From an optimization exercise on the open Yosys and OpenROAD flow, aimed at small area; shortcuts taken in it are not production practice. In this exercise RTL edits were held to simulation tests only and were not proved equivalent to the original.

`flow/design.v`:
```
module pde_cmp (
    input  wire [6:0]  mag,
    output wire [11:0] cmp
);
    wire [18:0] prod = mag * 19'd3199;
    wire [18:0] quot = prod / 19'd100;
    assign cmp = 12'd3199 - quot[11:0];
endmodule
module echo_dist (
    input  wire [15:0] dur,
    output wire [19:0] bcd,
    output wire [1:0]  tier
);
    wire [27:0] scaled = dur * 28'd1716 + 28'd5000;
    wire [13:0] tenths = scaled / 28'd10000;
    wire [13:0] d0 = tenths % 14'd10;
    wire [13:0] d1 = (tenths / 14'd10) % 14'd10;
    wire [13:0] d2 = (tenths / 14'd100) % 14'd10;
    wire [13:0] d3 = (tenths / 14'd1000) % 14'd10;
    wire [13:0] d4 = tenths / 14'd10000;
    assign bcd  = {d4[3:0], d3[3:0], d2[3:0], d1[3:0], d0[3:0]};
    assign tier = (dur <= 16'd1165) ? 2'd0 :
                  (dur <= 16'd1748) ? 2'd1 : 2'd2;
endmodule
module yunqi_io (
    input  wire        clk,
    input  wire        rst,
    input  wire        op_valid,
    input  wire [3:0]  op,
    input  wire [7:0]  op_arg,
    input  wire        echo,
    output reg  [11:0] cmp_l,
    output reg  [11:0] cmp_r,
    output reg  [1:0]  dir_l,       
    output reg  [1:0]  dir_r,
    output reg  signed [7:0] duty_l,
    output reg  signed [7:0] duty_r,
    output reg         motor_en,
    output reg         refused,
    output reg         msg_valid,
    output reg  [2:0]  msg_id,
    output wire        trig,
    output reg         echo_rdy,
    output reg         dist_valid,
    output reg  [19:0] dist_bcd,
    output reg  [1:0]  dist_tier
);
    localparam OP_SETL = 4'd0;
    localparam OP_SETR = 4'd1;
    localparam OP_CMD  = 4'd2;
    localparam OP_ON   = 4'd3;
    localparam OP_OFF  = 4'd4;
    localparam OP_TRIG = 4'd5;
    localparam MSG_FWD  = 3'd0;
    localparam MSG_BWD  = 3'd1;
    localparam MSG_TL   = 3'd2;
    localparam MSG_TR   = 3'd3;
    localparam MSG_CCW  = 3'd4;
    localparam MSG_CW   = 3'd5;
    localparam MSG_STOP = 3'd6;
    localparam MSG_UNK  = 3'd7;
    reg              wr_l, wr_r;
    reg signed [7:0] nd_l, nd_r;
    reg              is_cmd;
    reg [2:0]        cmd_msg;
    reg              bad_duty;
    wire signed [7:0] arg_s = op_arg;
    wire arg_ok = (arg_s >= -8'sd100) && (arg_s <= 8'sd100);
    always @(*) begin
        wr_l     = 1'b0;
        wr_r     = 1'b0;
        nd_l     = 8'sd0;
        nd_r     = 8'sd0;
        is_cmd   = 1'b0;
        cmd_msg  = MSG_UNK;
        bad_duty = 1'b0;
        if (op_valid) begin
            case (op)
                OP_SETL: begin
                    if (arg_ok) begin
                        wr_l = 1'b1;
                        nd_l = arg_s;
                    end else begin
                        bad_duty = 1'b1;
                    end
                end
                OP_SETR: begin
                    if (arg_ok) begin
                        wr_r = 1'b1;
                        nd_r = arg_s;
                    end else begin
                        bad_duty = 1'b1;
                    end
                end
                OP_CMD: begin
                    is_cmd = 1'b1;
                    case (op_arg)
                        8'h46: begin wr_l = 1'b1; wr_r = 1'b1; nd_l =  8'sd50; nd_r =  8'sd50; cmd_msg = MSG_FWD;  end  
                        8'h42: begin wr_l = 1'b1; wr_r = 1'b1; nd_l = -8'sd50; nd_r = -8'sd50; cmd_msg = MSG_BWD;  end  
                        8'h4C: begin wr_l = 1'b1; wr_r = 1'b1; nd_l =  8'sd10; nd_r =  8'sd50; cmd_msg = MSG_TL;   end  
                        8'h52: begin wr_l = 1'b1; wr_r = 1'b1; nd_l =  8'sd50; nd_r =  8'sd10; cmd_msg = MSG_TR;   end  
                        8'h41: begin wr_l = 1'b1; wr_r = 1'b1; nd_l = -8'sd50; nd_r =  8'sd50; cmd_msg = MSG_CCW;  end  
                        8'h43: begin wr_l = 1'b1; wr_r = 1'b1; nd_l =  8'sd50; nd_r = -8'sd50; cmd_msg = MSG_CW;   end  
                        8'h53: begin wr_l = 1'b1; wr_r = 1'b1; nd_l =  8'sd0;  nd_r =  8'sd0;  cmd_msg = MSG_STOP; end  
                        default: cmd_msg = MSG_UNK;
                    endcase
                end
                default: ;
            endcase
        end
    end
    wire [7:0] mag_l = nd_l[7] ? -nd_l : nd_l;
    wire [7:0] mag_r = nd_r[7] ? -nd_r : nd_r;
    wire [11:0] ncmp_l, ncmp_r;
    pde_cmp u_cmp_l (.mag(mag_l[6:0]), .cmp(ncmp_l));
    pde_cmp u_cmp_r (.mag(mag_r[6:0]), .cmp(ncmp_r));
    always @(posedge clk) begin
        if (rst) begin
            cmp_l     <= 12'd3199;
            cmp_r     <= 12'd3199;
            dir_l     <= 2'b00;
            dir_r     <= 2'b00;
            duty_l    <= 8'sd0;
            duty_r    <= 8'sd0;
            motor_en  <= 1'b0;
            refused   <= 1'b0;
            msg_valid <= 1'b0;
            msg_id    <= 3'd0;
        end else begin
            msg_valid <= is_cmd;
            if (is_cmd)
                msg_id <= cmd_msg;
            if (bad_duty)
                refused <= 1'b1;
            if (wr_l) begin
                duty_l <= nd_l;
                if (nd_l != 8'sd0)
                    cmp_l <= ncmp_l;
                dir_l <= (nd_l > 8'sd0) ? 2'b10 : (nd_l < 8'sd0) ? 2'b01 : 2'b00;
            end
            if (wr_r) begin
                duty_r <= nd_r;
                if (nd_r != 8'sd0)
                    cmp_r <= ncmp_r;
                dir_r <= (nd_r > 8'sd0) ? 2'b10 : (nd_r < 8'sd0) ? 2'b01 : 2'b00;
            end
            if (op_valid && op == OP_ON)
                motor_en <= 1'b1;
            if (op_valid && op == OP_OFF) begin
                motor_en <= 1'b0;
                dir_l    <= 2'b00;
                dir_r    <= 2'b00;
            end
        end
    end
    reg [3:0] trig_cnt;
    wire      trig_op = op_valid && (op == OP_TRIG);
    always @(posedge clk) begin
        if (rst)
            trig_cnt <= 4'd0;
        else if (trig_op)
            trig_cnt <= 4'd1;
        else if (trig_cnt == 4'd12)
            trig_cnt <= 4'd0;
        else if (trig_cnt != 4'd0)
            trig_cnt <= trig_cnt + 4'd1;
    end
    assign trig = (trig_cnt >= 4'd3);
    reg [15:0] tick;
    reg        echo_q;
    reg [15:0] ts_start;
    reg [15:0] ts_end;
    reg        calc;
    wire rise = echo && !echo_q;
    wire fall = !echo && echo_q;
    wire [15:0] dur = ts_end - ts_start;
    wire [19:0] bcd;
    wire [1:0]  tier;
    echo_dist u_dist (.dur(dur), .bcd(bcd), .tier(tier));
    always @(posedge clk) begin
        if (rst) begin
            tick       <= 16'd0;
            echo_q     <= 1'b0;
            ts_start   <= 16'd0;
            ts_end     <= 16'd0;
            calc       <= 1'b0;
            echo_rdy   <= 1'b0;
            dist_valid <= 1'b0;
            dist_bcd   <= 20'd0;
            dist_tier  <= 2'd0;
        end else begin
            tick   <= tick + 16'd1;
            echo_q <= echo;
            if (rise)
                ts_start <= tick;
            if (fall)
                ts_end <= tick;
            calc <= fall;
            if (fall)
                echo_rdy <= 1'b1;
            else if (trig_op)
                echo_rdy <= 1'b0;
            dist_valid <= calc;
            if (calc) begin
                dist_bcd  <= bcd;
                dist_tier <= tier;
            end
        end
    end
endmodule
```
`flow/run.sh`:
```
#!/bin/bash
# synth_recipe.tcl (not shown) runs the flow's synth.tcl, then flattens the netlist and writes it again
# the make line also repeats each setting of config.mk as NAME=value (left out here)
make -C /OpenROAD-flow-scripts/flow DESIGN_CONFIG=/design/flow/config.mk WORK_HOME=/design/flow/orfs CLKGATE_MAP_FILE= SYNTH_SCRIPT=/design/flow/synth_recipe.tcl finish
```
`flow/config.mk`:
```
export PLATFORM = sky130hd
export DESIGN_NAME = yunqi_io
export DESIGN_NICKNAME = yunqi_io
export VERILOG_FILES = /design/flow/design.v
export SDC_FILE = /design/flow/constraint.sdc
export NUM_CORES = 4
export LEC_CHECK = 0
export CAP_MARGIN = 20
export CORE_MARGIN = 2
export CORE_UTILIZATION = 40
export SLEW_MARGIN = 20
```
`flow/constraint.sdc`:
```
create_clock -name core_clock -period 40.0 [get_ports {clk}]
set_input_delay 8.0000 -clock core_clock [delete_from_list [all_inputs] [get_ports {clk}]]
set_output_delay 8.0000 -clock core_clock [all_outputs]
set_load 0.01 [all_outputs]
```
==> results.txt <==
[area by class of cell]
class | count | area share
Sequential cell | 125 | 0.0820
Timing Repair Buffer | 127 | 0.0383
Inverter | 334 | 0.0411
Antenna cell | 1 | 0.0000820
Clock buffer | 19 | 0.0145
Clock inverter | 13 | 0.00431
Multi-Input combinational cell | 3339 | 0.781
Tap cell | 940 | 0.0385
[cells in the final DEF, fill, tap and decap left out, types with 17 or more instances in the layout]
cell type | synthesis | final
a21o_1 | 56 | 56
nand2b_1 | 42 | 42
a31oi_1 | 54 | 54
a21oi_1 | 296 | 296
and2_1 | 45 | 45
nor3_1 | 103 | 102
o21a_1 | 35 | 35
o21ai_1 | 39 | 41
nand2_1 | 384 | 384
a211oi_1 | 38 | 38
xnor2_1 | 233 | 233
nand4_1 | 32 | 32
nor2_1 | 383 | 382
a211o_1 | 28 | 28
mux2_2 | 18 | 18
maj3_1 | 24 | 24
xor2_1 | 119 | 118
o21ai_0 | 177 | 174
buf_4 | 11 | 41
nor4_1 | 24 | 24
inv_1 | 328 | 328
clkdlybuf4s50_1 | 0 | 86
o21bai_1 | 30 | 30
or2_2 | 26 | 26
mux2i_1 | 62 | 62
ha_1 | 211 | 211
and4_1 | 19 | 19
o211ai_1 | 48 | 48
nand3_1 | 135 | 135
o22ai_1 | 28 | 28
or3_1 | 37 | 36
o221ai_1 | 17 | 17
nor2b_1 | 38 | 37
fa_1 | 91 | 91
clkbuf_16 | 0 | 17
o31ai_1 | 20 | 20
dfxtp_1 | 125 | 125
and3_1 | 47 | 47
[worst max path at each step]
stage                                        start                        end  slack [ps]
final                       ts_end[0]$_SDFFE_PP0P_  dist_bcd[15]$_SDFFE_PP0P_        6070
after global routing      ts_start[0]$_SDFFE_PP0P_  dist_bcd[15]$_SDFFE_PP0P_        3440
after floorplan                          op_arg[4]      cmp_r[0]$_SDFFE_PP1P_       11740
after CTS                   ts_end[0]$_SDFFE_PP0P_  dist_bcd[15]$_SDFFE_PP0P_        6350
after detailed placement    ts_end[0]$_SDFFE_PP0P_  dist_bcd[15]$_SDFFE_PP0P_        6490
after global placement      ts_end[0]$_SDFFE_PP0P_  dist_bcd[15]$_SDFFE_PP0P_        6930
[sequential cells by signal (all words and copies together), names as in the netlist]
signal      count
dist_bcd       17
tick           16
ts_end         16
ts_start       16
cmp_l          12
cmp_r          12
duty_l          8
duty_r          8
trig_cnt        4
msg_id          3
dir_l           2
dir_r           2
dist_tier       2
calc            1
dist_valid      1
echo_q          1
echo_rdy        1
motor_en        1
msg_valid       1
refused         1
[kinds of logic after synthesis]
| logic type | after synthesis | share of synthesized area |
|---|---|---|
| compound gates | 1151 | 0.285 |
| xor+xnor | 359 | 0.114 |
| fa+ha+maj | 327 | 0.167 |
| buf+inv | 497 | 0.0687 |
| flops | 125 | 0.0886 |
| mux | 88 | 0.0330 |
| other cells | 1 | 0.000133 |
| simple gates | 1411 | 0.244 |
[stage by stage]
| stage | utilization | worst slack (ps) | hold WS, ps | cell area [sq um] |
|---|---|---|---|---|
| final | 0.436 | 6070 | 454 | 30500 |
| after global routing | 0.436 | 3440 | 472 | 30500 |
| after CTS | 0.436 | 6350 | 457 | 30500 |
| after detailed placement | 0.427 | 6490 | 448 | 29900 |
| after global placement | 0.427 | 6930 | 443 | 29900 |
| after floorplan | - | 11740 | 436 | 28300 |
[worst max-delay path, delay by kind of cell, from the launching register on]
family | cells | cell delay (ps)
compound gates | 53 | 16560
xor+xnor | 7 | 2820
fa+ha+maj | 9 | 3120
buf+inv | 11 | 1710
flops | 1 | 310
mux | 2 | 410
simple gates | 26 | 8800
[metal layers]
| metal | global-route usage | vias to the layer above | routed length [um] |
|---|---|---|---|
| met2 | 0.372 | 938 | 39200 |
| met5 | 0 | - | 0 |
| met1 | 0.322 | 13500 | 40700 |
| met3 | 0.0431 | 142 | 6180 |
| met4 | 0.0642 | 0 | 2140 |
| li1 | - | 14200 | - |
==> results.yml <==
outcome:
  status: "no timing/DRC/antenna violations"
setup_path:
  cp_slowest_stage_delay_ps: 870
  worstPathMaxFanout: 42
  required_ps: 40330
  timing.rr.end: "dist_bcd[15]$_SDFFE_PP0P_"
  critical_path_class: "reg2reg"
  crit_arrival_ps: 34260
  cp_common_cell: "a21oi_1"
  setup.worst_path.start_class: "flop"
  reg2reg_depth: 108
  end_kind: "flop"
  r2r-start: "ts_end[0]$_SDFFE_PP0P_"
  cp_slowest_cell: "or3_2"
  reg2reg_slack_ps: 6070
detailed_routing:
  drtIter0Drc: 2318
  wl_um: 88200
  firstDrtPassIters: 6
  drc_errors: 0
  avgViaCountPerCell: 5.88
  antenna_left: 0
  drt-wirelength-per-cell_um: 18.0
  vias: 28800
clocking:
  clk_latency_ps: 470
  post-cts-setup-buffers: 0
  clkTransAtPathRegs_ps: 70
  cts_made_buffers: 17
  cts_hold_buf: 0
  post_cts_resized: 0
  cts_root_buffer: "clkbuf_16"
  cts_buffer_depth: 2
  cts_tree: "built"
  clkSinkCount: 125
  cts_max_level: 4
hold_path:
  holdPathEnd: "ts_start[1]$_SDFFE_PP0P_"
  min_from: "ts_start[1]$_SDFFE_PP0P_"
  hold_class: "reg2reg"
  hold_depth: 2
die:
  die_area_sq_um: 72800
  die_y_um: 270
  coreArea_sq_um: 70000
  rows: 97
  io_pins: 91
  start_util: 0.403
  die_x_um: 270
global_route:
  grt_pass1_wl_um: 141000
  antenna_found_initial: 1
  grtUsageTotal: 0.233
  grt_max_degree: 76
  grt_overflow_total: 0
  grt_pass1_vias: 26400
final_layout:
  fin_cells: 4898
  fill_cells: 7232
  seq_area_sq_um: 2500
  drive_above_1_share: 0.0596
  multiInputGateArea_sq_um: 23800
  syn2layout_area_growth_pct: 8.01
  final_nets: 4262
timing:
  maxSlewHeadroom: 0.311
  finalCriticalPeriod_ps: 33930
  skew_ps: 23.4
  worstMarginPinSlew_ps: 1030
  final-setup-viol-count: 0
  hold_violations: 0
  tns_ps: 0
  slew_viol_final: 0
  finalCritPeriodShare: 0.848
  rsz0062_at_grt: "false"
  fmax_mhz: 29.5
yosys:
  synth-seq-area-share: 0.0886
  synth.distinct_cells: 132
  synthTopCellsByCount: "384 x nand2_1, 383 x nor2_1, 328 x inv_1"
  avgSynthCellArea_sq_um: 7.14
  ys_async_sr_fraction: 0
  synth_most_common_cell: "nand2_1"
  synthCells: 3959
  synth-edff-count: 0
  yosysTopAreaCell: "ha_1"
  synth.area.top_cells: "ha_1 9.3%, dfxtp_1 8.9%, xnor2_1 7.2%, fa_1 6.4%, a21oi_1 5.2%"
  syn-cell-area_sq_um: 28300
  synth.top_cell.area_share: 0.0934
  yosys_warnings: 1
  synth-seq-cells: 125
  synth_ff_type: "dfxtp_1"
placed_design:
  dp.cells: 4865
  dp_hpwl_um: 70700
  place_congestion: 0.968
  portBuffers: 87
flow_run:
  maxCapViolations: 0

-- re-timing with driven ports --
No port has a modelled driver above. Below, the same layout with a new extraction and two added sets of constraints. Step 1 assumes that a clkbuf_16 drives the clock port and a buf_2 every other input. Step 2 also shifts input and output timing later by t, the mid clock arrival at the registers, as if the neighbouring blocks saw the same clock. Slacks: no drivers / after step 1 / after step 2; pairs: no drivers / after step 1.
shift t [ns]: 0.511
setup WS [ns]: 6.069 / 6.069 / 6.069
worst hold slack (ns): 0.454 / 0.454 / 0.454
clock arrival spread, ns: 0.024 / 0.024
worst data-port slew with drivers (ns): 0.16
After both steps this run still meets setup and hold. The setup slack of this run moves by 0.000 ns with the drivers and by 0.000 ns with both steps.
